Background: an optimization exercise with open tools, aiming at small area. Do not read the settings as production practice. Only simulation tests tie the RTL to the original design; equivalence was not proved.

`design/flow/flow/run.sh`:
```
#!/bin/bash
# The standard layout (standard.sh) with three changes:
#  - synthesis maps with flow/abc.script (an area-oriented ABC script);
#  - ports are buffered with sky130_fd_sc_hd__buf_1;
#  - the clock tree is built from clkbuf_8 (clusters of at most 14 sinks) without dummy loads.
# Each ORFS step writes its full log under orfs/logs; make's output is in flow_make.log.
set -euo pipefail
HERE=$(pwd)
export AREA_ABC_SCRIPT=$HERE/flow/abc.script
export CTS_ARGS="-sink_clustering_enable -repair_clock_nets -buf_list sky130_fd_sc_hd__clkbuf_8 -sink_clustering_size 14 -sink_clustering_max_diameter 50 -dont_use_dummy_load"
bash standard.sh SYNTH_SCRIPT=$HERE/flow/synth.tcl "BUFFER_PORTS_ARGS=-buffer_cell sky130_fd_sc_hd__buf_1" finish > $HERE/flow_make.log 2>&1
```
`design/flow/design.v`:
```
module nec16_core (
    input  wire        clk,
    input  wire        rst,           
    input  wire        step,          
    output wire        ready,         
    output wire        done,          
    output wire        err,           
    output wire [1:0]  err_code,      
    input  wire [3:0]  dbg_sel,
    output wire [15:0] dbg_val,
    input  wire        host_we,
    input  wire [15:0] host_wdata,
    output wire        bus_req,
    output wire        bus_we,
    output wire [15:0] bus_addr,
    output reg  [7:0]  bus_wdata,     
    input  wire        bus_ack,
    input  wire [7:0]  bus_rdata,
    input  wire        bus_err,
    input  wire [1:0]  bus_err_code
);
    localparam [6:0]
        S_IDLE = 7'd0,
        S_ADV  = 7'd1,    
        S_LI   = 7'd2,    
        S_JI1  = 7'd3,    
        S_UJ   = 7'd4,    
        S_SPT  = 7'd5,    
        S_CA5  = 7'd6,    
        S_PO3  = 7'd7,    
        S_SA1S = 7'd8,    
        S_SA1L = 7'd9,    
        S_LA   = 7'd10,   
        S_GM2  = 7'd11,   
        S_SPW  = 7'd12,   
        S_CR   = 7'd13,   
        S_CA4  = 7'd14,   
        S_INC  = 7'd15,   
        S_CHK  = 7'd16,   
        S_LDPC = 7'd17,   
        S_CMP1 = 7'd18,
        S_CMP2 = 7'd19,
        S_CMPE = 7'd20,   
        S_CMP3 = 7'd21,   
        S_COPY = 7'd22,
        S_SW1  = 7'd23,
        S_SW2  = 7'd24,
        S_SW3  = 7'd25,
        S_JI2  = 7'd26,   
        S_PR1  = 7'd27,   
        S_PR2  = 7'd28,   
        S_CA1  = 7'd29,   
        S_CA3  = 7'd30,   
        S_SPI  = 7'd31,   
        S_PO1  = 7'd32,   
        S_PO5  = 7'd33,   
        S_SA2  = 7'd34,   
        S_GM1  = 7'd35,   
        S_GM3  = 7'd36,   
        S_SM   = 7'd37,   
        S_JM1  = 7'd38,   
        S_JM2  = 7'd39,   
        S_OI1  = 7'd40,   
        S_OI2  = 7'd41,   
        S_AL1  = 7'd42,   
        S_AL2  = 7'd43,   
        S_SH1  = 7'd44,   
        S_SH2  = 7'd45,   
        S_SHA  = 7'd46,   
        S_SHL  = 7'd47,   
        S_WT   = 7'd48,   
        S_MU1  = 7'd49,   
        S_MUA  = 7'd50,   
        S_MUL  = 7'd51,   
        S_DV0  = 7'd52,   
        S_DV1  = 7'd53,   
        S_DV2  = 7'd54,   
        S_DVA  = 7'd55,   
        S_DVB  = 7'd56,   
        S_DVW  = 7'd57;   
    localparam [6:0] B_RD = 7'b1000000, B_WR = 7'b1100000, B_LAST = 7'b0010000;
    localparam [6:0] S_F0 = B_RD | S_ADV;
    localparam [2:0] X_K = 3'd0, X_T = 3'd1, X_TS = 3'd2, X_U = 3'd3, X_H = 3'd4;
    localparam [1:0] M_ADD = 2'd0, M_XOR = 2'd1, M_OR = 2'd2, M_AND = 2'd3;
    localparam [1:0] U_H = 2'd0, U_S = 2'd1, U_B = 2'd2, U_Q = 2'd3;
    reg [15:0] x [0:15];
    reg [15:0] T;
    reg [7:0]  Uh;                    
    wire [15:0] U = {Uh, bus_wdata};
    reg [7:0]  ir0, ir1;
    reg [6:0]  st;
    reg        F;
    reg        done_r;
    wire [3:0] opcode = ir0[7:4];
    wire [3:0] regA   = ir0[3:0];
    wire [3:0] regB   = ir1[7:4];
    wire [3:0] rrB    = ir1[3:0];
    wire [3:0] cnt    = ir1[3:0];    
    reg  [3:0] rsel;
    reg  [2:0] xs;
    reg        yr, yi, ci, sinen, zb, two, kneg;
    reg  [1:0] am;
    reg        tl;
    reg  [1:0] um;
    reg        rwe;
    reg  [3:0] wsel;
    reg  [6:0] nst;
    reg        fin, ferr;
    reg  [1:0] fcode;
    reg        fl;
    reg  [1:0] fsrc;      
    reg        cl, cinc;
    reg  [3:0] rs_q;
    always @(*) rsel = ready ? dbg_sel : rs_q;
    wire [15:0] R = x[rsel];
    function [3:0] rsel_of(input [6:0] s, input [7:0] i0, input [7:0] i1);
        case (s)
            S_CHK, S_LDPC, S_INC, S_CA1, S_CA4: rsel_of = 4'd15;
            S_SPT, S_PR2, S_CA3, S_SPI, S_PO1, S_PO3: rsel_of = 4'd13;
            S_JI1, S_JM1: rsel_of = 4'd2;
            S_GM1: rsel_of = 4'd1;
            S_CMP1: rsel_of = (i0[3:0] == 4'h2) ? i1[3:0] : i1[7:4];
            S_CMP2: rsel_of = (i0[3:0] == 4'h2) ? i1[7:4] : i1[3:0];
            S_COPY, S_SW2, S_CR, S_SA2: rsel_of = i1[3:0];
            S_PR1: rsel_of = (i1[7:4] == 4'h4) ? 4'd15 : i1[3:0];
            S_AL2: rsel_of = (i0[7:4] == 4'h8) ? i0[3:0] : i1[7:4];
            S_SM, S_JM2, S_OI2, S_AL1, S_SH2, S_MUA, S_MUL, S_DV1: rsel_of = i0[3:0];
            default: rsel_of = i1[7:4];    
        endcase
    endfunction
    wire        sin = U[15] & sinen;
    reg  [15:0] X;
    always @(*) begin
        case (xs)
            X_K:  X = {{14{kneg}}, kneg | two, kneg & ~two};    
            X_T:  X = T;
            X_TS: X = {T[14:0], sin};
            X_U:  X = U;
            default: X = host_wdata;
        endcase
    end
    wire [15:0] Y = ({16{yr}} & R) ^ {16{yi}};
    wire [16:0] sum = {1'b0, X} + {1'b0, Y} + {16'h0000, ci};
    reg  [15:0] S;
    always @(*) begin
        case (am)
            M_ADD: S = sum[15:0];
            M_XOR: S = X ^ Y;
            M_OR:  S = X | Y;
            default: S = X & Y;
        endcase
    end
    wire c16 = sum[16];
    assign ready     = (st == S_IDLE);
    assign done      = done_r;
    assign err       = F;
    assign err_code  = ir1[1:0];
    assign dbg_val   = R;
    assign bus_addr  = T;
    assign bus_req   = st[6];
    assign bus_we    = st[5];
    wire [7:0] bytein = bus_rdata & {8{~zb}};
    always @(*) begin
        xs = X_K; yr = 1'b0; yi = 1'b0; ci = 1'b0; am = M_ADD;
        two = 1'b0; kneg = 1'b0; sinen = 1'b0; zb = 1'b0;
        tl = 1'b0; um = U_H; rwe = 1'b0; wsel = 4'd15; nst = st;
        fin = 1'b0; ferr = 1'b0; fcode = 2'd0; fl = 1'b0; fsrc = 2'd0;
        cl = 1'b0; cinc = 1'b0;
        if (st[6]) begin
            xs = X_T; ci = 1'b1;
            if (bus_ack) begin
                if (bus_err) begin fin = 1'b1; ferr = 1'b1; fcode = bus_err_code; end
                else begin
                    tl = 1'b1; um = U_B;
                    if (st[4]) begin
                        nst = {3'b000, st[3:0]};
                        if (st[3:0] == 4'd0) fin = 1'b1;
                    end else nst = st | B_LAST;
                end
            end
        end else case (st)
            S_IDLE: begin
                xs = X_H; wsel = dbg_sel;
                if (step) nst = S_CHK;
                else rwe = host_we;
            end
            S_CHK: begin
                yr = 1'b1; ci = 1'b1;    
                fl = 1'b1; nst = S_LDPC;
            end
            S_LDPC: begin
                yr = 1'b1; tl = 1'b1;
                if (F) begin fin = 1'b1; ferr = 1'b1; fcode = 2'd1; end
                else nst = S_F0;
            end
            S_ADV: begin
                xs = X_T; rwe = 1'b1; wsel = 4'd15;    
                case (opcode)
                    4'h0: case (regA)
                        4'h1, 4'h2, 4'h3: nst = S_CMP1;
                        4'h4: nst = B_RD | S_LI;
                        4'h5: nst = B_RD | S_JI1;
                        4'h6: nst = S_COPY;
                        4'h7: nst = S_SW1;
                        4'h8: nst = B_RD | S_UJ;
                        4'h9: case (regB)
                            4'h0: nst = B_RD | S_SPT;
                            4'h1, 4'h4: nst = S_PR1;
                            4'h2, 4'h5: nst = S_PO1;
                            4'h3: nst = S_CA1;
                            4'h6: nst = B_RD | S_SA1S;
                            4'h7: nst = B_RD | S_SA1L;
                            default: fin = 1'b1;
                        endcase
                        default: fin = 1'b1;
                    endcase
                    4'h1: nst = S_JM1;
                    4'h2, 4'h3: nst = S_GM1;
                    4'h4: nst = S_OI1;
                    4'h5, 4'h6, 4'h7, 4'hb, 4'hc: nst = S_AL1;
                    4'h8: nst = S_AL2;
                    4'h9, 4'ha: nst = S_SH1;
                    4'hd: nst = S_MU1;
                    default: nst = S_DV0;
                endcase
                if (fin) nst = S_IDLE;
            end
            S_INC: begin yr = 1'b1; two = 1'b1; rwe = 1'b1; wsel = 4'd15; fin = 1'b1; end
            S_CMP1: begin yr = 1'b1; tl = 1'b1; nst = S_CMP2; end
            S_CMP2: begin
                xs = X_T; yr = 1'b1;
                if (regA == 4'h1) begin am = M_XOR; tl = 1'b1; nst = S_CMPE; end    
                else begin yi = 1'b1; ci = 1'b1; fl = 1'b1; nst = S_CMP3; end        
            end
            S_CMPE: begin xs = X_T; yi = 1'b1; fl = 1'b1; nst = S_CMP3; end         
            S_CMP3: begin ci = F; rwe = 1'b1; wsel = 4'd2; fin = 1'b1; end
            S_COPY: begin yr = 1'b1; rwe = 1'b1; wsel = regB; fin = 1'b1; end
            S_SW1: begin yr = 1'b1; tl = 1'b1; nst = S_SW2; end
            S_SW2: begin yr = 1'b1; rwe = 1'b1; wsel = regB; nst = S_SW3; end
            S_SW3: begin xs = X_T; rwe = 1'b1; wsel = rrB; fin = 1'b1; end
            S_LI:  begin xs = X_U; rwe = 1'b1; wsel = regB; nst = S_INC; end
            S_JI1: begin yr = 1'b1; kneg = 1'b1; fl = 1'b1; fsrc = 2'd1; nst = S_JI2; end
            S_JI2: begin xs = F ? X_U : X_T; rwe = 1'b1; wsel = 4'd15; fin = 1'b1; end
            S_UJ:  begin xs = X_U; rwe = 1'b1; wsel = 4'd15; fin = 1'b1; end
            S_SPT: begin yr = 1'b1; tl = 1'b1; nst = B_WR | S_SPW; end
            S_SPW: begin xs = X_T; rwe = 1'b1; wsel = 4'd13;
                         if (regB == 4'h0) nst = S_INC; else fin = 1'b1; end
            S_PR1: begin yr = 1'b1; um = U_S; nst = S_PR2; end
            S_PR2: begin yr = 1'b1; tl = 1'b1;
                         nst = (regB == 4'h4) ? (B_WR | S_CR) : (B_WR | S_SPW); end
            S_CR:  begin yr = 1'b1; rwe = 1'b1; wsel = 4'd15; nst = S_SPW; end
            S_CA1: begin yr = 1'b1; two = 1'b1; um = U_S; nst = S_CA3; end
            S_CA3: begin yr = 1'b1; tl = 1'b1; nst = B_WR | S_CA4; end
            S_CA4: begin yr = 1'b1; tl = 1'b1; nst = B_RD | S_CA5; end
            S_CA5: begin xs = X_U; rwe = 1'b1; wsel = 4'd15; nst = S_SPI; end
            S_SPI: begin yr = 1'b1; two = 1'b1; rwe = 1'b1; wsel = 4'd13; fin = 1'b1; end
            S_PO1: begin yr = 1'b1; kneg = 1'b1; two = 1'b1; tl = 1'b1; nst = B_RD | S_PO3; end
            S_PO3: begin yr = 1'b1; kneg = 1'b1; two = 1'b1; rwe = 1'b1; wsel = 4'd13; nst = S_PO5; end
            S_PO5: begin xs = X_U; rwe = 1'b1; wsel = (regB == 4'h5) ? 4'd15 : rrB; fin = 1'b1; end
            S_SA1S: begin xs = X_U; tl = 1'b1; nst = S_SA2; end
            S_SA1L: begin xs = X_U; tl = 1'b1; nst = B_RD | S_LA; end
            S_SA2: begin yr = 1'b1; um = U_S; nst = B_WR | S_INC; end
            S_LA:  begin xs = X_U; rwe = 1'b1; wsel = rrB; nst = S_INC; end
            S_GM1: begin yr = 1'b1; tl = 1'b1;
                         nst = (opcode == 4'h2) ? (B_RD | B_LAST | S_GM2) : S_SM; end
            S_GM2: begin zb = 1'b1; um = U_B; nst = S_GM3; end
            S_GM3: begin xs = X_U; rwe = 1'b1; wsel = regA; fin = 1'b1; end
            S_SM:  begin yr = 1'b1; um = U_S; nst = B_WR | B_LAST | S_IDLE; end
            S_JM1: begin yr = 1'b1; kneg = 1'b1; fl = 1'b1; fsrc = 2'd1; nst = S_JM2; end
            S_JM2: begin yr = 1'b1; rwe = F; wsel = 4'd15; fin = 1'b1; end
            S_OI1: begin zb = 1'b1; um = U_B; nst = S_OI2; end
            S_OI2: begin xs = X_U; yr = 1'b1; am = M_OR; rwe = 1'b1; wsel = regA; fin = 1'b1; end
            S_AL1: begin yr = 1'b1; tl = 1'b1; nst = S_AL2; end
            S_AL2: begin
                rwe = 1'b1; wsel = regA; fin = 1'b1;
                xs = X_T; yr = 1'b1;
                case (opcode)
                    4'h5: am = M_OR;
                    4'h6: am = M_AND;
                    4'h7: am = M_XOR;
                    4'h8: begin xs = X_K; yi = 1'b1; end
                    4'hb: ;
                    default: begin yi = 1'b1; ci = 1'b1; end
                endcase
            end
            S_SH1: begin cl = 1'b1; nst = S_SH2; end
            S_SH2: begin
                yr = 1'b1;
                if (opcode == 4'h9) begin tl = 1'b1; nst = S_SHL; end
                else begin um = U_S; nst = S_SHA; end
            end
            S_SHA: begin ci = U[15]; tl = 1'b1; um = U_Q; nst = S_SHL; end
            S_SHL: begin
                if (cnt == 4'hf) nst = S_WT;
                else begin xs = X_TS; sinen = (opcode == 4'ha); tl = 1'b1; um = U_Q; cinc = 1'b1; end
            end
            S_WT:  begin xs = X_T; rwe = 1'b1; wsel = regA; fin = 1'b1; end
            S_MU1: begin yr = 1'b1; um = U_S; cl = 1'b1; nst = S_MUA; end
            S_MUA: begin yr = U[15]; tl = 1'b1; um = U_Q; nst = S_MUL; end
            S_MUL: begin
                if (cnt == 4'hf) nst = S_WT;
                else begin xs = X_TS; yr = U[15]; tl = 1'b1; um = U_Q; cinc = 1'b1; end
            end
            S_DV0: begin
                yr = 1'b1; kneg = 1'b1; cl = 1'b1;    
                fl = 1'b1; nst = S_DV1;
            end
            S_DV1: begin
                yr = 1'b1; um = U_S;
                if (!F) begin fin = 1'b1; ferr = 1'b1; fcode = 2'd3; end
                else nst = S_DV2;
            end
            S_DV2: begin tl = 1'b1; nst = S_DVA; end
            S_DVA: begin
                xs = X_TS; sinen = 1'b1; yr = 1'b1; yi = 1'b1; ci = 1'b1;
                fl = 1'b1; fsrc = 2'd2; nst = S_DVB;
            end
            S_DVB: begin
                xs = X_TS; sinen = 1'b1; yr = F; yi = F; ci = F;
                tl = 1'b1; um = U_Q; cinc = 1'b1; nst = (cnt == 4'hf) ? S_DVW : S_DVA;
            end
            S_DVW: begin xs = opcode[0] ? X_T : X_U; rwe = 1'b1; wsel = regA; fin = 1'b1; end
            default: nst = S_IDLE;
        endcase
        if (fin) nst = S_IDLE;
    end
    reg fv;
    always @(*) begin
        case (fsrc)
            2'd1: fv = ~c16;
            2'd2: fv = c16 | T[15];
            default: fv = c16;
        endcase
    end
    wire qbit = (st == S_DVB) ? F : 1'b0;
    always @(posedge clk) begin
        if (rst) begin
            st     <= S_IDLE;
            done_r <= 1'b0;
        end else begin
            st     <= nst;
            done_r <= fin;
        end
        rs_q <= rsel_of(nst, ir0, ir1);
        if (rwe) x[wsel] <= S;
        if (tl) T <= S;
        case (um)
            U_S: {Uh, bus_wdata} <= S;
            U_B: {Uh, bus_wdata} <= {bytein, U[15:8]};
            U_Q: {Uh, bus_wdata} <= {U[14:0], qbit};
            default: ;
        endcase
        if (fin) F <= ferr;
        else if (fl) F <= fv;
        if (st == S_F0 && bus_ack) ir0 <= bus_rdata;
        if (fin) ir1[1:0] <= fcode;
        else if (st == (S_F0 | B_LAST) && bus_ack) ir1 <= bus_rdata;
        else if (cl) ir1[3:0] <= (st == S_SH1) ? (R[3:0] ^ {4{opcode == 4'h9}}) : 4'h0;
        else if (cinc) ir1[3:0] <= cnt + 4'd1;
    end
endmodule
```
`design/flow/flow/synth.tcl`:
```
# synth_recipe.tcl with one change: the final technology mapping uses flow/abc.script
proc synth {args} { yosys synth -nofsm -noshare {*}$args }
proc abc {args} {
  set i [lsearch -exact $args -script]
  if { $i >= 0 } { lset args [expr { $i + 1 }] $::env(AREA_ABC_SCRIPT) }
  yosys abc {*}$args
}
source $::env(SCRIPTS_DIR)/synth.tcl
# left out here: clear keep_hierarchy, flatten, clean up, hide names made inside functions, write 1_2_yosys.v
```
`design/flow/flow/abc.script`:
```
strash
&get -n
&deepsyn -T 60
&put
balance
rewrite
refactor
balance
rewrite
rewrite -z
balance
refactor -z
rewrite -z
balance
dch
amap
topo
```
`design/flow/constraint.sdc`:
```
create_clock -name core_clock -period 10.0 [get_ports {clk}]
set_input_delay 2.0000 -clock core_clock [delete_from_list [all_inputs] [get_ports {clk}]]
set_output_delay 2.0000 -clock core_clock [all_outputs]
set_load 0.01 [all_outputs]
```
`design/flow/config.mk`:
```
export PLATFORM = sky130hd
export DESIGN_NAME = nec16_core
export DESIGN_NICKNAME = nec16_core
export VERILOG_FILES = /design/flow/design.v
export SDC_FILE = /design/flow/constraint.sdc
export NUM_CORES = 4
export LEC_CHECK = 0
export CAP_MARGIN = 0
export CORE_MARGIN = 2
export CORE_UTILIZATION = 50
export GPL_TIMING_DRIVEN = 0
export SLEW_MARGIN = 0
```
`design/flow/standard.sh`:
```
#!/bin/bash
# synth_recipe.tcl (not shown) runs the flow's synth.tcl, then flattens the netlist and writes it again
# the make line also repeats each setting of config.mk as NAME=value (left out here)
make -C /OpenROAD-flow-scripts/flow DESIGN_CONFIG=/design/flow/config.mk WORK_HOME=/design/flow/orfs CLKGATE_MAP_FILE= SYNTH_SCRIPT=/design/flow/synth_recipe.tcl "${@:-finish}"
```
==> flow_summary.yaml, run 1 <==
global_routing:
  grt_max_degree: 53
  grt_pass1_vias: 12310
  antenna_found_initial: 0
  track_usage: 0.3225
  grt_first_pass_wirelength_um: 77850
  grt_overflow: 0
setup_path:
  crit_path_top_delay_cell: "a221o_2"
  slowest_delay_ns: 0.57
  path_max_fanout: 52
  path_class: "reg -> reg"
  cp.required_ns: 10.25
  startpoint_type: "flop"
  crit_path_end_kind: "flop"
  cp_common_cell: "nor2_1"
  crit_arrival_ns: 9.50
synthesis:
  synth_nets: 1533
  ys_seq_area_frac: 0.6067
  ys.flop_type: "edfxtp_1"
  ys_ff_latch: 317
  syn_inst: 1459
  yosys-top-cells-area: "edfxtp_1, nor2_1, clkinv_1, o21ai_0, ha_1"
  synth_warnings: 1
  synth-edff-count: 305
  yosysTopAreaCell: "edfxtp_1"
  synth_area_sq_mm: 0.01549
  yosys.cell_count.top_type: "nor2_1"
  synth_top_cell_area_share: 0.5912
  async_flop_share: 0
  yosysUniqueCellTypes: 50
  avgSynthCellArea_sq_um: 10.62
  synth_common_cells: "nor2_1, edfxtp_1, clkinv_1, o21ai_0, o22ai_1"
place:
  gp_congestion: 0.9950
  dp_cells: 1973
  dp_hpwl_um: 37530
  port_buffers: 82
timing:
  finalMaxSlewViolations: 0
  rsz0062_at_grt: "no"
  fin_crit_ns: 9.251
  worst_slew_pin_slew_ns: 1.289
  tns_ns: 0
  hold_ws_ns: 0.6075
  fin_crit_sh: 0.9251
  finClkSkew_ns: 0.08308
  relSlewSlack: 0.1328
  finalSetupViolations: 0
  hold_viol_final: 0
  max_freq_ghz: 0.1081
clocking:
  cts_buffers: 34
  clock-sinks: 317
  ctsLongestPathBuffers: 3
  ctsRootBufferMaster: "clkbuf_8"
  tritoncts: "done"
  insertion_delay_ns: 0.58
  path_clk_slew_ns: 0.06
  htree_levels: 2
  postCtsHoldBufs: 0
cells_and_area:
  utilization: 0.5751
  n_antenna_cell: 0
  final_net_count: 1688
  layoutNonFillerInstCount: 2008
  layout-drive-gt1-share: 0.08002
  n_fill_cell: 2644
  area_growth_pct: 13.55
floorplan:
  core-area_sq_mm: 0.03059
  num_rows: 64
  start_util: 0.5065
  die_x_um: 180.0
  die_area_sq_mm: 0.03241
  ios: 83
  die_height_um: 180.0
detailed_routing:
  vias: 12920
  wl_um: 52940
  dr.pass1.iters: 9
  viasPerCell: 6.433
  drc: 0
  wire_per_inst_um: 26.36
  drt_iter0_drc: 1579
  ant_nets: 0
job:
  cap_violations: 0
min_path:
  hold_class: "reg -> reg"
outcome:
  outcome: "finished clean"
[layout make-up]
class | instances | area, sq um | share of cell area
Buffer | 10 | 75.07 | 0.004267
Multi-Input combinational cell | 957 | 5574 | 0.3169
Sequential cell | 317 | 9399 | 0.5343
Inverter | 175 | 678.2 | 0.03855
Tap cell | 396 | 495.5 | 0.02816
Clock buffer | 34 | 467.9 | 0.02660
Timing Repair Buffer | 119 | 902.1 | 0.05128
[state kept, by name, summed over array words and instances, names as in the netlist]
register / flops
F: 1
st: 7
done_r: 1
ir0: 8
rs_q: 4
ir1: 8
x: 256
Uh: 8
bus_wdata: 8
T: 16
[logic make-up (layout without fill, tap and decap cells)]
family,Yosys count,count (layout),synth area share
DFF,317,317,0.6067
and+or+nand+nor,541,541,0.1527
adders and majority gates,38,38,0.03166
buffers and inverters,185,338,0.04725
xor gates and xnor gates,1,1,0.0005654
AOI/OAI and AO/OA,377,377,0.1611
[cell usage in the layout, fill, tap and decap left out, types with 11 or more instances in the layout]
cell      instances
nor2b_1          16
nor4_1           31
buf_1            82
nand3_1          15
a211oi_1         12
a21oi_1          39
nor3_1           64
nor2_2           20
ha_1             36
nor2_1          283
clkinv_1        170
clkbuf_8         34
edfxtp_1        305
o221ai_1         13
o32ai_1          14
o21ai_0         115
buf_4            17
nand2_1          64
a31oi_1          14
or2_0            11
dfxtp_1          12
o22ai_1          68
a222oi_1         24
[per-stage QoR]
stage	setup WS [ns]	area [sq um]
2_1_floorplan	1.255	15490
3_3_place_gp	-4.887	16300
3_5_place_dp	-2.792	17000
4_1_cts	0.1033	17540
5_1_grt	0.06593	17590
6_report	0.7495	17590
[metal layers]
layer  global-route usage  vias to the layer above  wire, um
met5              0.01185                        -        50
met4               0.1329                        2      2331
met3              0.05699                      142      4585
met2               0.4993                      713     24040
met1               0.4525                     6266     21930
li1                     -                     5795         -
[timing repair]
item | CTS | global route
buffers inserted | 0 | 1
pin swaps | 0 | 1
endpoints found under the setup margin | 296 | 39
gates resized for setup | 16 | 10
[path summary, 6_finish.rpt]
kind | start | endpoint | slack [ns] | cells after the start
max | st[3] | Uh[6] | 0.75 | 46
min reg2reg | bus_wdata[4] | bus_wdata[5] | 0.61 | 2
min | bus_wdata[4] | bus_wdata[5] | 0.61 | 2
max reg2reg | st[3] | Uh[6] | 0.75 | 46
[worst max-delay path: cells and delay by family, from the launching register on]
family	cells	cell delay, ns
AND/OR/NAND/NOR	33	4.88
AO/OA/AOI/OAI	6	1.61
buffers and inverters	4	0.97
adder cells (fa/ha/maj)	2	0.95
flip-flops	1	0.33
XOR/XNOR	1	0.21
==> run 2: changes to the inputs <==
--- a/design/flow/config.mk
+++ b/design/flow/config.mk
@@ -8,5 +8,6 @@
 export CAP_MARGIN = 0
 export CORE_MARGIN = 2
-export CORE_UTILIZATION = 50
+export CORE_UTILIZATION = 60
 export GPL_TIMING_DRIVEN = 0
+export PLACE_DENSITY = 0.75
 export SLEW_MARGIN = 0
==> run 2 against run 1 <==
  * Via count is 5.2% higher
  * Critical path depth down 4
  * Count of clock-buffer cells in the layout down 4
  * Worst setup slack lost 0.23 ns
  * Wire length grew 5.1%
  * Cell count fell by 3.5%
  * Hold slack got worse by 0.0048 ns
  * Still clean
==> flow_summary.yaml, run 2 <==
outcome:
  outcome: "finished clean"
cells_and_area:
  largest_register_ffs: 256
  final_cell_mix: "edfxtp_1, nor2_1, clkinv_1"
  area_growth_pct: 12.56
  layoutNonFillerInstCount: 1937
  max_flop_register: "x"
  layout_commonest_cell: "edfxtp_1"
  final_net_count: 1682
  post-route-cell-area_sq_mm: 0.01744
  layout-drive-gt1-share: 0.07721
  reg_top3: "x: 256 flops, T: 16 flops"
timing:
  finClkSkew_ns: 0.1035
  fin_crit_sh: 0.9481
  rsz0062_at_grt: "no"
  setup_ws_ns: 0.5195
  finalMaxSlewViolations: 0
  worst_slew_pin_slew_ns: 1.300
  hold_viol_final: 0
  finalSetupViolations: 0
  fin_crit_ns: 9.481
  tns_ns: 0
  max_freq_ghz: 0.1055
  relSlewSlack: 0.1317
clocking:
  htree_levels: 1
  ctsRootBufferMaster: "clkbuf_8"
  cts_buffers: 30
  tritoncts: "done"
  insertion_delay_ns: 0.63
  clock-sinks: 317
  ctsLongestPathBuffers: 3
  path_clk_slew_ns: 0.08
  postCtsHoldBufs: 0
setup_path:
  crit_path_top_delay_cell: "or2_1"
  crit_arrival_ns: 9.85
  r2r_end: "Uh[6]"
  cp_common_cell: "nor2_1"
  cp_num_buf_inv: 4
  rrSetupSlack_ns: 0.52
  cp_top_family: "simple AND/OR/NAND/NOR gates"
  startpoint_type: "flop"
  slowest_delay_ns: 0.66
  reg2reg_depth: 42
  crit_path_end_kind: "flop"
  path_class: "reg -> reg"
  cp.required_ns: 10.37
  path_max_fanout: 18
  rr_startpoint: "st[2]"
place:
  placed_cell_area_sq_mm: 0.01684
  gp_congestion: 1.059
  dp_hpwl_um: 39730
  dp_slack_ns: -2.523
  dp_cells: 1903
  port_buffers: 82
detailed_routing:
  wire_per_inst_um: 28.72
  wl_um: 55640
  viasPerCell: 7.016
  ant_nets: 0
  drc: 0
  vias: 13590
  drt_iter0_drc: 2376
  dr.pass1.iters: 8
synthesis:
  synth_common_cells: "nor2_1, edfxtp_1, clkinv_1, o21ai_0, o22ai_1"
  synth_xor_area_frac: 0.0005653
  ys_ff_latch: 317
  ys_seq_area_frac: 0.6067
  synth-simple-area-share: 0.1527
  synth-edff-count: 305
  synth_area_sq_mm: 0.01549
  yosysTopAreaCell: "edfxtp_1"
  avgSynthCellArea_sq_um: 10.62
  ys.flop_type: "edfxtp_1"
  yosysUniqueCellTypes: 50
  synth_top_cell_area_share: 0.5912
  synth_nets: 1533
  async_flop_share: 0
  synth_fa_ha_area_frac: 0.03166
  synth.mux.area_fraction: 0
  yosys-top-cells-area: "edfxtp_1, nor2_1, clkinv_1, o21ai_0, ha_1"
  synth_compound_area_frac: 0.1611
  yosys.cell_count.top_type: "nor2_1"
  syn_inst: 1459
  synth_warnings: 1
  synth_top_family_by_area: "compound AO/OA/AOI/OAI gates"
floorplan:
  ios: 83
  die_height_um: 164.7
  start_util: 0.6135
  num_rows: 58
  die_x_um: 164.7
  die_area_sq_mm: 0.02712
  core-area_sq_mm: 0.02525
global_routing:
  grt_first_pass_wirelength_um: 80350
  track_usage: 0.4101
  grt_max_degree: 55
  grt_pass1_vias: 12830
  grt_overflow: 0
  antenna_found_initial: 2
job:
  cap_violations: 0
min_path:
  hold_path_end: "bus_wdata[5]"
  hold_class: "reg -> reg"
  hp-start: "bus_wdata[4]"
  holdPathStages: 2
-- run 2: how the worst max path moves through the flow --
stage / slack [ns] / startpoint / to / depth (start not counted)
2_1_floorplan: 1.26 / dbg_sel[0] / Uh[6] / 41
3_3_place_gp: -3.96 / st[6] / bus_wdata[2] / 21
3_5_place_dp: -2.52 / st[6] / Uh[7] / 47
4_1_cts: 0.17 / st[6] / Uh[6] / 46
5_1_grt: 0.02 / st[2] / Uh[6] / 42
6_report: 0.52 / st[2] / Uh[6] / 42
-- run 2: cell families after synthesis --
group,Yosys count
simple gates,541
compound gates,377
flops,317
buf+inv,185
fa+ha+maj,38
xor+xnor,1
-- run 2: stage by stage --
stage	util	hold slack, ns
floorplan	-	0.5415
global placement	0.6420	0.5913
detailed placement	0.6668	0.5913
CTS	0.6860	0.6042
global route	0.6904	0.6201
finish	0.6905	0.6027
-- run 2: metal layers --
metal,track usage,vias up,part of all wire
li1,-,5764,-
met2,0.6474,1161,0.45
met3,0.1075,258,0.13
met5,0,-,0.00020
met1,0.5290,6405,0.35
met4,0.2043,2,0.066
-- run 2: worst reg2reg max path, delay by kind of cell, from the launching register on --
| family | cells | cell delay, ns |
|---|---|---|
| AO/OA/AOI/OAI | 8 | 2.50 |
| adder cells (fa/ha/maj) | 2 | 0.90 |
| buffers and inverters | 4 | 1.23 |
| flip-flops | 1 | 0.59 |
| AND/OR/NAND/NOR | 28 | 4.11 |
-- run 2: timing repair --
action                     in CTS  in global routing
gates resized for setup        17                 16
pin swaps                       0                  2
buffers inserted                0                  3
setup endpoints to repair     223                 39
-- run 2: final cells by class --
cell class	count	area (sq um)
Clock buffer	30	412.9
Multi-Input combinational cell	957	5595
Sequential cell	317	9400
Buffer	10	75.07
Tap cell	330	412.9
Timing Repair Buffer	117	848.3
Fill cell	1854	7816
Inverter	175	690.7
Antenna cell	1	2.502
==> run 3: changes to the inputs <==
==> design/flow/flow/run.sh (replaced) <==
#!/bin/bash
# The standard layout (standard.sh) with three changes:
#  - synthesis maps with flow/abc.script (an area-oriented ABC script);
#  - ports are buffered with sky130_fd_sc_hd__buf_1;
#  - the clock tree is built from clkbuf_8 (clusters of at most 16 sinks) without dummy loads.
# Each ORFS step writes its full log under orfs/logs; make's output is in flow_make.log.
set -euo pipefail
HERE=$(pwd)
export AREA_ABC_SCRIPT=$HERE/flow/abc.script
export CTS_ARGS="-sink_clustering_enable -repair_clock_nets -buf_list sky130_fd_sc_hd__clkbuf_8 -sink_clustering_size 16 -sink_clustering_max_diameter 50 -dont_use_dummy_load"
bash standard.sh SYNTH_SCRIPT=$HERE/flow/synth.tcl "BUFFER_PORTS_ARGS=-buffer_cell sky130_fd_sc_hd__buf_1" finish > $HERE/flow_make.log 2>&1
==> run 3 against run 2 <==
  * Via count is 0.26% lower
  * Fmax is 1.1% lower
  * Register-to-register slack worse by 0.11 ns
  * Wire length hardly changed
  * Worst setup slack worse by 0.11 ns
  * Hold slack better by 0.018 ns
  * Critical endpoint unchanged
  * Largest cell class unchanged
  * Highest routed layer unchanged
==> flow_summary.yaml, run 3 <==
outcome:
  outcome: "finished clean"
synthesis:
  ys_seq_area_frac: 0.6067
  syn_inst: 1459
  synth_area_sq_mm: 0.01549
  synth_top_cell_area_share: 0.5912
  synth_common_cells: "nor2_1, edfxtp_1, clkinv_1, o21ai_0, o22ai_1"
  synth_nets: 1533
  ys_ff_latch: 317
  async_flop_share: 0
  synth-edff-count: 305
  synth_warnings: 1
  yosys-top-cells-area: "edfxtp_1, nor2_1, clkinv_1, o21ai_0, ha_1"
  avgSynthCellArea_sq_um: 10.62
  ys.flop_type: "edfxtp_1"
  yosys.cell_count.top_type: "nor2_1"
  yosysTopAreaCell: "edfxtp_1"
  yosysUniqueCellTypes: 50
timing:
  rsz0062_at_grt: "no"
  fin_crit_sh: 0.9590
  finalSetupViolations: 0
  relSlewSlack: 0.1303
  tns_ns: 0
  hold_ws_ns: 0.6209
  finalMaxSlewViolations: 0
  fin_crit_ns: 9.590
  finClkSkew_ns: 0.08604
  worst_slew_pin_slew_ns: 1.300
  hold_viol_final: 0
  max_freq_ghz: 0.1043
clocking:
  ctsLongestPathBuffers: 3
  htree_levels: 1
  ctsRootBufferMaster: "clkbuf_8"
  clock-sinks: 317
  cts_buffers: 28
  path_clk_slew_ns: 0.08
  insertion_delay_ns: 0.60
  tritoncts: "done"
  postCtsHoldBufs: 0
global_routing:
  antenna_found_initial: 3
  grt_first_pass_wirelength_um: 80200
  grt_pass1_vias: 12870
  grt_overflow: 0
  track_usage: 0.4088
  grt_max_degree: 55
place:
  port_buffers: 82
  dp_hpwl_um: 39730
  placed_cell_area_sq_mm: 0.01684
  gp_congestion: 1.059
setup_path:
  r2r_end: "Uh[6]"
  crit_path_top_delay_cell: "a221o_1"
  path_max_fanout: 54
  crit_path_end_kind: "flop"
  cp.required_ns: 10.33
  startpoint_type: "flop"
  rr_startpoint: "st[4]"
  path_class: "reg -> reg"
  crit_arrival_ns: 9.92
  rrSetupSlack_ns: 0.41
  cp_common_cell: "nor2_1"
  slowest_delay_ns: 0.61
  reg2reg_depth: 47
job:
  cap_violations: 0
cells_and_area:
  n_fill_cell: 1852
  layout_commonest_cell: "edfxtp_1"
  layout-drive-gt1-share: 0.07606
  reg_top3: "x: 256 flops, T: 16 flops"
  post-route-cell-area_sq_mm: 0.01741
  area_growth_pct: 12.38
  final_cell_mix: "edfxtp_1, nor2_1, clkinv_1"
  largest_register_ffs: 256
  final_net_count: 1680
  utilization: 0.6894
  max_flop_register: "x"
floorplan:
  ios: 83
  die_area_sq_mm: 0.02712
  core-area_sq_mm: 0.02525
  num_rows: 58
  die_x_um: 164.7
  start_util: 0.6135
  die_height_um: 164.7
detailed_routing:
  dr.pass1.iters: 8
  wire_per_inst_um: 28.74
  viasPerCell: 7.005
  drt_iter0_drc: 2363
  wl_um: 55620
  drc: 0
  ant_nets: 0
  vias: 13550
min_path:
  hp-start: "bus_wdata[0]"
  hold_class: "reg -> reg"
  hold_path_end: "bus_wdata[1]"
  holdPathStages: 2
run 3: cell counts after synthesis:
No cell type changed its count.
run 3: what timing repair did:
| action | 4_1_cts | 5_1_grt |
|---|---|---|
| hold endpoints to repair | 0 | 0 |
| pin swaps | 0 | 2 |
| gates resized for setup | 17 | 16 |
| endpoints found under the setup margin | 223 | 39 |
| buffers inserted | 0 | 3 |
| cloned | 0 | 0 |
run 3: critical path: cells and delay by family, from the launching register on:
| kind | cells | cell delay (ns) |
|---|---|---|
| compound gates | 7 | 2.34 |
| fa+ha+maj | 1 | 0.46 |
| buf+inv | 8 | 2.07 |
| flops | 1 | 0.57 |
| simple gates | 31 | 3.88 |
run 3: cell type report:
cell class | instances | area, sq um | area share
Timing Repair Buffer | 117 | 848.3 | 0.04872
Sequential cell | 317 | 9400 | 0.5399
Antenna cell | 1 | 2.502 | 0.0001437
Tap cell | 330 | 412.9 | 0.02372
Buffer | 10 | 75.07 | 0.004312
Inverter | 175 | 690.7 | 0.03967
Multi-Input combinational cell | 957 | 5595 | 0.3214
Clock buffer | 28 | 385.4 | 0.02213
run 3: layer usage:
metal	share of wire	GRT usage	routed length, um	up-vias
li1	-	-	-	5762
met1	0.35	0.5336	19430	6391
met2	0.45	0.6383	25070	1139
met3	0.13	0.1010	7505	258
met4	0.065	0.2134	3588	4
met5	0.00043	0	24	-
run 3: per-stage QoR:
stage	setup slack, ns	instances
finish	0.4104	1935
floorplan	1.255	1459
global placement	-3.961	1871
detailed placement	-2.523	1903
CTS	0.1426	1931
global route	0.01024	1934
run 3: kinds of logic after synthesis:
| kind of cell | Yosys count | share of synthesized area |
|---|---|---|
| AOI/OAI and AO/OA | 377 | 0.1611 |
| DFF | 317 | 0.6067 |
| and+or+nand+nor | 541 | 0.1527 |
| buffers and inverters | 185 | 0.04725 |
| adders and majority gates | 38 | 0.03166 |
| xor gates and xnor gates | 1 | 0.0005654 |
run 3: worst max-delay path by stage:
stage	slack, ns	depth (start not counted)	endpoint	start
floorplan	1.26	41	Uh[6]	dbg_sel[0]
global placement	-3.96	21	bus_wdata[2]	st[6]
detailed placement	-2.52	47	Uh[7]	st[6]
CTS	0.14	46	Uh[6]	st[6]
global route	0.01	47	Uh[6]	st[4]
finish	0.41	47	Uh[6]	st[4]
==> run 4: changes to the inputs <==
==> design/flow/flow/run.sh (replaced) <==
#!/bin/bash
# The standard layout (standard.sh) with these changes:
#  - synthesis maps with flow/abc.script (an area-oriented ABC script) and leaves
#    adders to ABC instead of extracting full/half adder cells (ADDER_MAP_FILE empty);
#  - ports are buffered with sky130_fd_sc_hd__buf_1;
#  - the clock tree is built from clkbuf_8 (clusters of at most 16 sinks) without dummy loads.
# Each ORFS step writes its full log under orfs/logs; make's output is in flow_make.log.
set -euo pipefail
HERE=$(pwd)
export AREA_ABC_SCRIPT=$HERE/flow/abc.script
export CTS_ARGS="-sink_clustering_enable -repair_clock_nets -buf_list sky130_fd_sc_hd__clkbuf_8 -sink_clustering_size 16 -sink_clustering_max_diameter 50 -dont_use_dummy_load"
bash standard.sh SYNTH_SCRIPT=$HERE/flow/synth.tcl ADDER_MAP_FILE= "BUFFER_PORTS_ARGS=-buffer_cell sky130_fd_sc_hd__buf_1" finish > $HERE/flow_make.log 2>&1
==> run 4 against run 3 <==
  * Still clean on timing, DRC and antenna
  * Utilization down 0.50 points
  * Design area shrank 4.4%
  * Cell count down 3.8%
  * Sequential share of layout area increased by 2.5 points
  * Fmax grew 1.7%
  * Non-clock buffer count down 4
  * First-iteration DRC count is 19% lower
  * Flip-flop and latch count stayed put
  * Wire length decreased by 12%
  * Synthesized cell count shrank 4.3%
  * Critical path depth fell by 6
  * Critical path type unchanged
  * Largest cell class unchanged
==> flow_summary.yaml, run 4 <==
timing:
  setup_ws_ns: 0.5747
  hold_viol_final: 0
  rsz0062_at_grt: "no"
  finalSetupViolations: 0
  finClkSkew_ns: 0.1160
  worst_slew_pin_slew_ns: 1.378
  tns_ns: 0
  fin_crit_ns: 9.425
  finalMaxSlewViolations: 0
  max_freq_ghz: 0.1061
  relSlewSlack: 0.06903
  fin_crit_sh: 0.9425
cells_and_area:
  n_antenna_cell: 0
  final_cell_mix: "edfxtp_1, nor2_1, clkinv_1"
  area_growth_pct: 11.77
  register_area_sq_mm: 0.009399
  layoutNonFillerInstCount: 1862
  multi_input_area_sq_mm: 0.005035
  reg_top3: "x: 256 flops, T: 16 flops"
  layout-drive-gt1-share: 0.07477
  final_net_count: 1576
  n_fill_cell: 1823
  utilization: 0.6844
  largest_register_ffs: 256
  layout_commonest_cell: "edfxtp_1"
  max_flop_register: "x"
synthesis:
  synth_top_cell_area_share: 0.6151
  yosys.cell_count.top_type: "edfxtp_1"
  ys_ff_latch: 317
  synth_common_cells: "edfxtp_1, nor2_1, clkinv_1, o21ai_0, nand2_1"
  yosysUniqueCellTypes: 46
  synth_nets: 1432
  synth_area_sq_mm: 0.01489
  yosysTopAreaCell: "edfxtp_1"
  syn_inst: 1396
  synth-edff-count: 305
  synth_warnings: 1
  avgSynthCellArea_sq_um: 10.67
  yosys-top-cells-area: "edfxtp_1, nor2_1, o21ai_0, clkinv_1, o22ai_1"
  ys.flop_type: "edfxtp_1"
  ys_seq_area_frac: 0.6312
  async_flop_share: 0
floorplan:
  ios: 83
  die_height_um: 161.5
  die_area_sq_mm: 0.02609
  die_x_um: 161.5
  start_util: 0.6123
  core-area_sq_mm: 0.02432
  num_rows: 57
setup_path:
  crit_path_end_kind: "flop"
  cp_num_buf_inv: 6
  path_class: "reg -> reg"
  cp_top_family: "compound AO/OA/AOI/OAI gates"
  path_max_fanout: 16
  slowest_delay_ns: 0.60
  reg2reg_depth: 41
  cp.required_ns: 10.40
  crit_path_top_delay_cell: "dfxtp_1"
  startpoint_type: "flop"
  crit_arrival_ns: 9.82
  r2r_end: "x[7][15]"
  rr_startpoint: "st[5]"
  rrSetupSlack_ns: 0.57
detailed_routing:
  drt_iter0_drc: 1905
  ant_nets: 0
  drc: 0
  wire_per_inst_um: 26.40
  wl_um: 49160
  dr.pass1.iters: 6
  viasPerCell: 6.876
  vias: 12800
place:
  port_buffers: 82
  dp_slack_ns: -2.282
  dp_hpwl_um: 34650
  gp_congestion: 1.037
  dp_cells: 1831
clocking:
  ctsLongestPathBuffers: 3
  insertion_delay_ns: 0.62
  path_clk_slew_ns: 0.09
  htree_levels: 1
  cts_buffers: 29
  tritoncts: "done"
  clock-sinks: 317
  ctsRootBufferMaster: "clkbuf_8"
global_routing:
  use_met2: 0.5680
  use_met3: 0.07139
  grt_first_pass_wirelength_um: 72540
  grt_max_degree: 50
  grt_pass1_vias: 11830
  grt_overflow: 0
  antenna_found_initial: 0
  grtUsageMet1: 0.5315
  track_usage: 0.3742
  busiest_layer: "met2"
min_path:
  hp-start: "bus_wdata[1]"
  holdPathStages: 2
  hold_class: "reg -> reg"
  hold_path_end: "bus_wdata[2]"
outcome:
  outcome: "finished clean"
job:
  cap_violations: 0
[run 4: cell types whose count changed after synthesis, sizes merged, moves of 8 or more]
cell    previous run  this run
nor2             306       282
a222oi            24        12
clkinv           175       145
a22oi              6        16
nand2             66        75
a221oi             4        17
ha                36         0
a21oi             40        57
o21a               2        11
nand3             15        23
nor4              36        22
[run 4: cells by family (layout without fill, tap and decap cells)]
logic type,after synthesis,in the layout,share of synthesized area
simple gates,519,519,0.1511
flops,317,317,0.6312
compound gates,405,405,0.1761
buf+inv,155,297,0.04159
[run 4: timing repair]
action	in CTS	in global routing
pin swaps	0	1
buffers inserted	0	1
resized for setup	18	15
hold buffers	0	0
setup endpoints to repair	204	74
[run 4: layout make-up]
class / instances / share of cell area
repair buffers: 113 / 0.04473
plain buffers: 10 / 0.004511
flip-flops and latches: 317 / 0.5647
well taps: 324 / 0.02436
multi-input cells: 924 / 0.3025
clock buffers: 29 / 0.02398
inverters: 145 / 0.03518
[run 4: worst max path at each step]
stage                     depth (start not counted)         to  startpoint  slack, ns
after floorplan                                  38      Uh[7]  dbg_sel[1]       1.34
after global placement                           39  x[14][15]       st[4]      -3.82
after detailed placement                         41      Uh[6]       st[4]      -2.28
after CTS                                        42   x[7][15]       st[4]       0.01
after global routing                             42   x[7][15]       st[4]       0.02
final                                            41   x[7][15]       st[5]       0.57
[run 4: stage by stage]
stage / area (sq um) / hold slack [ns]
2_1_floorplan: 14890 / 0.5461
3_3_place_gp: 15600 / 0.6044
3_5_place_dp: 16100 / 0.6260
4_1_cts: 16570 / 0.6129
5_1_grt: 16640 / 0.6736
6_report: 16640 / 0.6169
[run 4: worst reg2reg max path: cells and delay by family, from the launching register on]
| kind | cells | cell delay, ns |
|---|---|---|
| AO/OA/AOI/OAI | 19 | 3.98 |
| buffers and inverters | 6 | 1.58 |
| flip-flops | 1 | 0.60 |
| AND/OR/NAND/NOR | 16 | 3.14 |
[run 4: metal layers]
layer  vias to the layer above  part of all wire
li1                       5551                 -
met1                      6091              0.38
met5                         -                 0
met2                       966              0.44
met4                         0             0.052
met3                       195              0.12
==> run 5: changes to the inputs <==
--- a/design/flow/flow/run.sh
+++ b/design/flow/flow/run.sh
@@ -1,5 +1,5 @@
 #!/bin/bash
 # The standard layout (standard.sh) with these changes:
-#  - synthesis maps with flow/abc.script (an area-oriented ABC script) and leaves
+#  - synthesis maps with flow/abc.script (deepsyn, then &nf mapping) and leaves
 #    adders to ABC instead of extracting full/half adder cells (ADDER_MAP_FILE empty);
 #  - ports are buffered with sky130_fd_sc_hd__buf_1;
--- a/design/flow/flow/abc.script
+++ b/design/flow/flow/abc.script
@@ -13,5 +13,7 @@
 rewrite -z
 balance
-dch
-amap
+&get -n
+&dch
+&nf -R 1000
+&put
 topo
==> run 5 against run 4 <==
  * Register-to-register slack gained 0.13 ns
  * First-iteration DRC count grew 7.0%
  * Worst setup slack better by 0.13 ns
  * Design area fell by 1.8%
  * Fmax grew 1.4%
  * Critical endpoint is now Uh[7]
==> flow_summary.yaml, run 5 <==
setup_path:
  reg2reg_depth: 38
  crit_path_top_delay_cell: "dfxtp_1"
  path_class: "reg -> reg"
  r2r_end: "Uh[7]"
  cp_common_cell: "nand2_1"
  rr_startpoint: "st[5]"
  rrSetupSlack_ns: 0.71
  slowest_delay_ns: 0.87
  path_max_fanout: 18
  crit_path_end_kind: "flop"
  crit_arrival_ns: 9.75
  startpoint_type: "flop"
  cp.required_ns: 10.46
clocking:
  tritoncts: "done"
  postCtsHoldBufs: 0
  cts_buffers: 26
  clock-sinks: 317
  ctsLongestPathBuffers: 3
  ctsRootBufferMaster: "clkbuf_8"
  path_clk_slew_ns: 0.09
  htree_levels: 1
  insertion_delay_ns: 0.62
synthesis:
  synth_area_sq_mm: 0.01470
  yosys.cell_count.top_type: "edfxtp_1"
  ys.flop_type: "edfxtp_1"
  ys_ff_latch: 317
  yosysTopAreaCell: "edfxtp_1"
  yosysUniqueCellTypes: 51
  syn_inst: 1299
  synth-edff-count: 305
  synth_warnings: 1
  synth_nets: 1335
  synth_common_cells: "edfxtp_1, nand2_1, nor2_1, a21oi_1, o21ai_0"
  yosys-top-cells-area: "edfxtp_1, nand2_1, nor2_1, o22ai_1, a21oi_1"
  avgSynthCellArea_sq_um: 11.31
  synth_top_cell_area_share: 0.6232
  async_flop_share: 0
  ys_seq_area_frac: 0.6395
min_path:
  holdPathStages: 2
  hold_path_end: "rs_q[2]"
  hold_class: "reg -> reg"
  hp-start: "ir1[2]"
timing:
  worst_slew_pin_slew_ns: 1.349
  fin_crit_ns: 9.295
  hold_viol_final: 0
  relSlewSlack: 0.1006
  setup_ws_ns: 0.7051
  finalMaxSlewViolations: 0
  max_freq_ghz: 0.1076
  fin_crit_sh: 0.9295
  finalSetupViolations: 0
  rsz0062_at_grt: "no"
  finClkSkew_ns: 0.1409
cells_and_area:
  layoutNonFillerInstCount: 1758
  area_growth_pct: 11.24
  final_net_count: 1472
  final_cell_mix: "edfxtp_1, nand2_1, nor2_1"
  reg_top3: "x: 256 flops, T: 16 flops"
  n_antenna_cell: 0
  n_fill_cell: 1828
  largest_register_ffs: 256
  max_flop_register: "x"
  layout-drive-gt1-share: 0.07113
  layout_commonest_cell: "edfxtp_1"
  utilization: 0.6762
floorplan:
  num_rows: 57
  start_util: 0.6079
  core-area_sq_mm: 0.02418
  die_area_sq_mm: 0.02576
  ios: 83
  die_x_um: 160.5
  die_height_um: 160.5
detailed_routing:
  wl_um: 47290
  vias: 12330
  viasPerCell: 7.015
  ant_nets: 0
  drc: 0
  drt_iter0_drc: 2039
  dr.pass1.iters: 8
  wire_per_inst_um: 26.90
global_routing:
  grt_pass1_vias: 11430
  antenna_found_initial: 0
  grt_max_degree: 30
  grt_first_pass_wirelength_um: 70110
  grt_overflow: 0
  track_usage: 0.3628
place:
  port_buffers: 82
  gp_congestion: 1.044
  dp_cells: 1731
  dp_slack_ns: -0.9722
  dp_hpwl_um: 33090
job:
  cap_violations: 0
outcome:
  outcome: "finished clean"
==> run 5: cell types whose count changed after synthesis, moves of 17 or more <==
cell	change
clkinv_1	-128
nor2_1	-104
nand2_1	+103
o21ai_0	-39
a21oi_1	+28
nand3_1	+20
mux2i_1	+17
==> run 5: cell type report <==
| class | count | area (sq um) | area share |
|---|---|---|---|
| Inverter | 17 | 63.81 | 0.003903 |
| Sequential cell | 317 | 9400 | 0.5750 |
| Buffer | 10 | 75.07 | 0.004592 |
| Timing Repair Buffer | 109 | 735.7 | 0.04500 |
| Tap cell | 324 | 405.4 | 0.02480 |
| Multi-Input combinational cell | 955 | 5310 | 0.3248 |
| Clock buffer | 26 | 357.8 | 0.02189 |
==> run 5: worst max-delay path by stage <==
stage,start,endpoint,slack (ns),cells past startpoint
finish,st[5],Uh[7],0.71,38
global route,st[2],Uh[7],0.14,36
CTS,st[2],x[4][15],0.07,34
floorplan,dbg_sel[1],Uh[7],1.92,32
global placement,st[1],x[1][15],-1.82,34
detailed placement,st[1],x[1][15],-0.97,34
==> run 5: repair_timing <==
| action | in CTS | in global routing |
|---|---|---|
| buffers inserted | 0 | 0 |
| setup endpoints to repair | 64 | 36 |
| gates resized for setup | 5 | 7 |
==> run 5: metal layers <==
layer	wire, um	global-route usage	share of wire
met5	0	0	0
met4	1780	0.1196	0.038
met3	5975	0.06560	0.13
met2	21070	0.5505	0.45
met1	18470	0.5376	0.39
==> run 5: logic make-up (layout without fill, tap and decap cells) <==
group	after synthesis	after routing	share of synthesized area
xor gates and xnor gates	7	7	0.004172
adders and majority gates	1	1	0.0006811
buffers and inverters	27	162	0.009450
and+or+nand+nor	560	560	0.1715
muxes	17	17	0.01158
DFF	317	317	0.6395
AOI/OAI and AO/OA	370	370	0.1631
==> run 5: metrics by stage <==
| step | hold slack [ns] | area [sq um] | TNS (ns) |
|---|---|---|---|
| floorplan | 0.5234 | 14700 | 0 |
| global placement | 0.5618 | 15410 | -161.36 |
| detailed placement | 0.5687 | 15910 | -22.82 |
| CTS | 0.5486 | 16280 | 0 |
| global route | 0.5625 | 16350 | 0 |
| finish | 0.5690 | 16350 | 0 |
==> run 5: critical path, delay by kind of cell, from the launching register on <==
family                     cells  cell delay (ns)
AOI/OAI and AO/OA             17             4.36
adders and majority gates      1             0.41
DFF                            1             0.87
and+or+nand+nor               20             3.56
==> run 6: changes to the inputs <==
==> design/flow/flow/run.sh (replaced) <==
#!/bin/bash
# The standard layout (standard.sh) with these changes:
#  - synthesis maps with flow/abc.script (deepsyn, then &nf mapping) and leaves
#    adders to ABC instead of extracting full/half adder cells (ADDER_MAP_FILE empty);
#  - ports are buffered with sky130_fd_sc_hd__buf_1;
#  - the clock tree is built from clkbuf_8 (clusters of at most 14 sinks) without dummy loads.
# Each ORFS step writes its full log under orfs/logs; make's output is in flow_make.log.
set -euo pipefail
HERE=$(pwd)
export AREA_ABC_SCRIPT=$HERE/flow/abc.script
export CTS_ARGS="-sink_clustering_enable -repair_clock_nets -buf_list sky130_fd_sc_hd__clkbuf_8 -sink_clustering_size 14 -sink_clustering_max_diameter 50 -dont_use_dummy_load"
bash standard.sh SYNTH_SCRIPT=$HERE/flow/synth.tcl ADDER_MAP_FILE= "BUFFER_PORTS_ARGS=-buffer_cell sky130_fd_sc_hd__buf_1" finish > $HERE/flow_make.log 2>&1
==> run 6 against run 5 <==
  * Design area grew 0.22%
  * Die area is the same
  * Worst setup slack lost 0.084 ns
  * Critical path depth shrank 5
  * Sequential share of layout area shrank 0.13 points
  * Hold slack lost 0.0018 ns
  * Register-to-register slack lost 0.08 ns
  * Synthesized cell count is the same
  * Count of clock-buffer cells in the layout grew 3
  * Global-route usage grew 0.057 points
==> flow_summary.yaml, run 6 <==
cells_and_area:
  max_flop_register: "x"
  final_cell_mix: "edfxtp_1, nand2_1, nor2_1"
  post-route-cell-area_sq_mm: 0.01638
  area_growth_pct: 11.49
  n_fill_cell: 1815
  largest_register_ffs: 256
  n_antenna_cell: 0
  layout_commonest_cell: "edfxtp_1"
  layout-drive-gt1-share: 0.07237
  reg_top3: "x: 256 flops, T: 16 flops"
  final_net_count: 1475
  utilization: 0.6777
synthesis:
  synth-simple-area-share: 0.1715
  ys_ff_latch: 317
  synth_area_sq_mm: 0.01470
  synth_warnings: 1
  async_flop_share: 0
  synth-edff-count: 305
  avgSynthCellArea_sq_um: 11.31
  ys_seq_area_frac: 0.6395
  synth_nets: 1335
  synth_xor_area_frac: 0.004172
  ys.flop_type: "edfxtp_1"
  synth.mux.area_fraction: 0.01158
  yosysTopAreaCell: "edfxtp_1"
  synth_compound_area_frac: 0.1631
  yosys.cell_count.top_type: "edfxtp_1"
  yosysUniqueCellTypes: 51
  syn_inst: 1299
  synth_fa_ha_area_frac: 0.0006811
  yosys-top-cells-area: "edfxtp_1, nand2_1, nor2_1, o22ai_1, a21oi_1"
  synth_common_cells: "edfxtp_1, nand2_1, nor2_1, a21oi_1, o21ai_0"
  synth_top_cell_area_share: 0.6232
  synth_top_family_by_area: "simple AND/OR/NAND/NOR gates"
timing:
  fin_crit_sh: 0.9379
  setup_ws_ns: 0.6210
  worst_slew_pin_slew_ns: 1.324
  max_freq_ghz: 0.1066
  fin_crit_ns: 9.379
  finalMaxSlewViolations: 0
  hold_viol_final: 0
  tns_ns: 0
  relSlewSlack: 0.1175
  finClkSkew_ns: 0.1111
  rsz0062_at_grt: "no"
  finalSetupViolations: 0
detailed_routing:
  drc: 0
  wl_um: 47190
  vias: 12340
  viasPerCell: 7.007
  drt_iter0_drc: 1982
  dr.pass1.iters: 6
  ant_nets: 0
  wire_per_inst_um: 26.80
floorplan:
  die_area_sq_mm: 0.02576
  die_height_um: 160.5
  core-area_sq_mm: 0.02418
  die_x_um: 160.5
  ios: 83
  start_util: 0.6079
  num_rows: 57
clocking:
  htree_levels: 1
  ctsRootBufferMaster: "clkbuf_8"
  cts_buffers: 29
  ctsLongestPathBuffers: 3
  postCtsHoldBufs: 0
  clock-sinks: 317
  insertion_delay_ns: 0.61
  tritoncts: "done"
  postCtsSetupBuffers: 0
  path_clk_slew_ns: 0.08
setup_path:
  startpoint_type: "flop"
  crit_path_top_delay_cell: "nor3_1"
  path_max_fanout: 21
  slowest_delay_ns: 1.01
  cp_top_family: "compound AO/OA/AOI/OAI gates"
  crit_path_end_kind: "flop"
  path_class: "reg -> reg"
  cp_num_buf_inv: 0
  cp.required_ns: 10.46
  cp_common_cell: "nand2_1"
  crit_arrival_ns: 9.84
global_routing:
  grt_max_degree: 30
  grt_overflow: 0
  grt_pass1_vias: 11440
  grt_first_pass_wirelength_um: 70210
  track_usage: 0.3634
  antenna_found_initial: 0
place:
  dp_slack_ns: -0.9722
  gp_congestion: 1.044
  dp_hpwl_um: 33090
  placed_cell_area_sq_mm: 0.01591
  port_buffers: 82
min_path:
  hold_class: "reg -> reg"
job:
  cap_violations: 0
outcome:
  outcome: "finished clean"
==> run 6: path summary, 6_finish.rpt <==
kind / start / end / slack, ns / depth (start not counted)
worst max-delay path: st[4] / Uh[7] / 0.62 / 33
worst min-delay path: ir1[2] / rs_q[2] / 0.57 / 2
worst max register to register: st[4] / Uh[7] / 0.62 / 33
worst min register to register: ir1[2] / rs_q[2] / 0.57 / 2
==> run 6: repair_timing <==
| item | CTS | global route |
|---|---|---|
| gates cloned | 0 | 0 |
| gates resized for setup | 5 | 6 |
| endpoints found under the setup margin | 72 | 36 |
==> run 6: layout make-up <==
| class | count | area [sq um] | share of cell area |
|---|---|---|---|
| well taps | 324 | 405.4 | 0.02474 |
| multi-input cells | 955 | 5305 | 0.3238 |
| inverters | 17 | 63.81 | 0.003895 |
| repair buffers | 109 | 735.7 | 0.04490 |
| plain buffers | 10 | 75.07 | 0.004582 |
| flip-flops and latches | 317 | 9400 | 0.5737 |
| clock buffers | 29 | 399.1 | 0.02436 |
==> run 6: kinds of logic (layout without fill, tap and decap cells) <==
kind of cell    Yosys count  in the layout
compound gates          370            370
simple gates            560            560
fa+ha+maj                 1              1
flops                   317            317
xor+xnor                  7              7
buf+inv                  27            165
mux                      17             17
==> run 6: layer usage <==
metal  up-vias  part of all wire  GRT usage
met5         -                 0          0
met4         0             0.034     0.1204
met3       123              0.13    0.06715
met2       911              0.45     0.5478
met1      5955              0.39     0.5405
li1       5351                 -          -
==> run 6: worst reg2reg max path, delay by kind of cell (launching register included) <==
kind / cells / cell delay [ns]
AND/OR/NAND/NOR: 15 / 3.63
flip-flops: 1 / 0.58
adder cells (fa/ha/maj): 1 / 0.42
multiplexers: 1 / 0.16
AO/OA/AOI/OAI: 16 / 4.48
==> run 6: per-stage QoR <==
stage | hold slack (ns) | std cells
2_1_floorplan | 0.5234 | 1299
3_3_place_gp | 0.5618 | 1705
3_5_place_dp | 0.5687 | 1731
4_1_cts | 0.5543 | 1760
5_1_grt | 0.5657 | 1761
6_report | 0.5672 | 1761

-- afterwards: timing with drivers on the ports --
In the flow no input, the clock included, has a driving cell. The finished layouts below were timed again as built, in two steps. Step 1 sets driving cells, clkbuf_16 on the clock port and buf_2 on the other inputs (assumed; they add their load-dependent delay and slew). Step 2 adds t to the input delays and takes it off the output delays; t is the mean of the earliest and latest rising clock arrival at the registers after step 1. Input paths then give back, and output paths get back, about the clock's delay inside the block. a / b / c = no drivers / after step 1 / after step 2; a / b = the first two.
| run | t, ns | setup slack, ns | worst data-port slew with drivers (ns) |
|---|---|---|---|
| run 1 | 0.586 | 0.749 / 0.749 / 0.749 | 0.03 |
| run 2 | 0.621 | 0.519 / 0.519 / 0.478 | 0.08 |
| run 3 | 0.605 | 0.410 / 0.410 / 0.329 | 0.08 |
| run 4 | 0.608 | 0.575 / 0.575 / 0.575 | 0.04 |
| run 5 | 0.594 | 0.705 / 0.705 / 0.705 | 0.04 |
| run 6 | 0.602 | 0.621 / 0.621 / 0.621 | 0.04 |
After both steps every run listed still meets setup and hold. The setup slack of run 3, which loses most, moves by 0.000 ns with the drivers and by -0.081 ns with both steps.
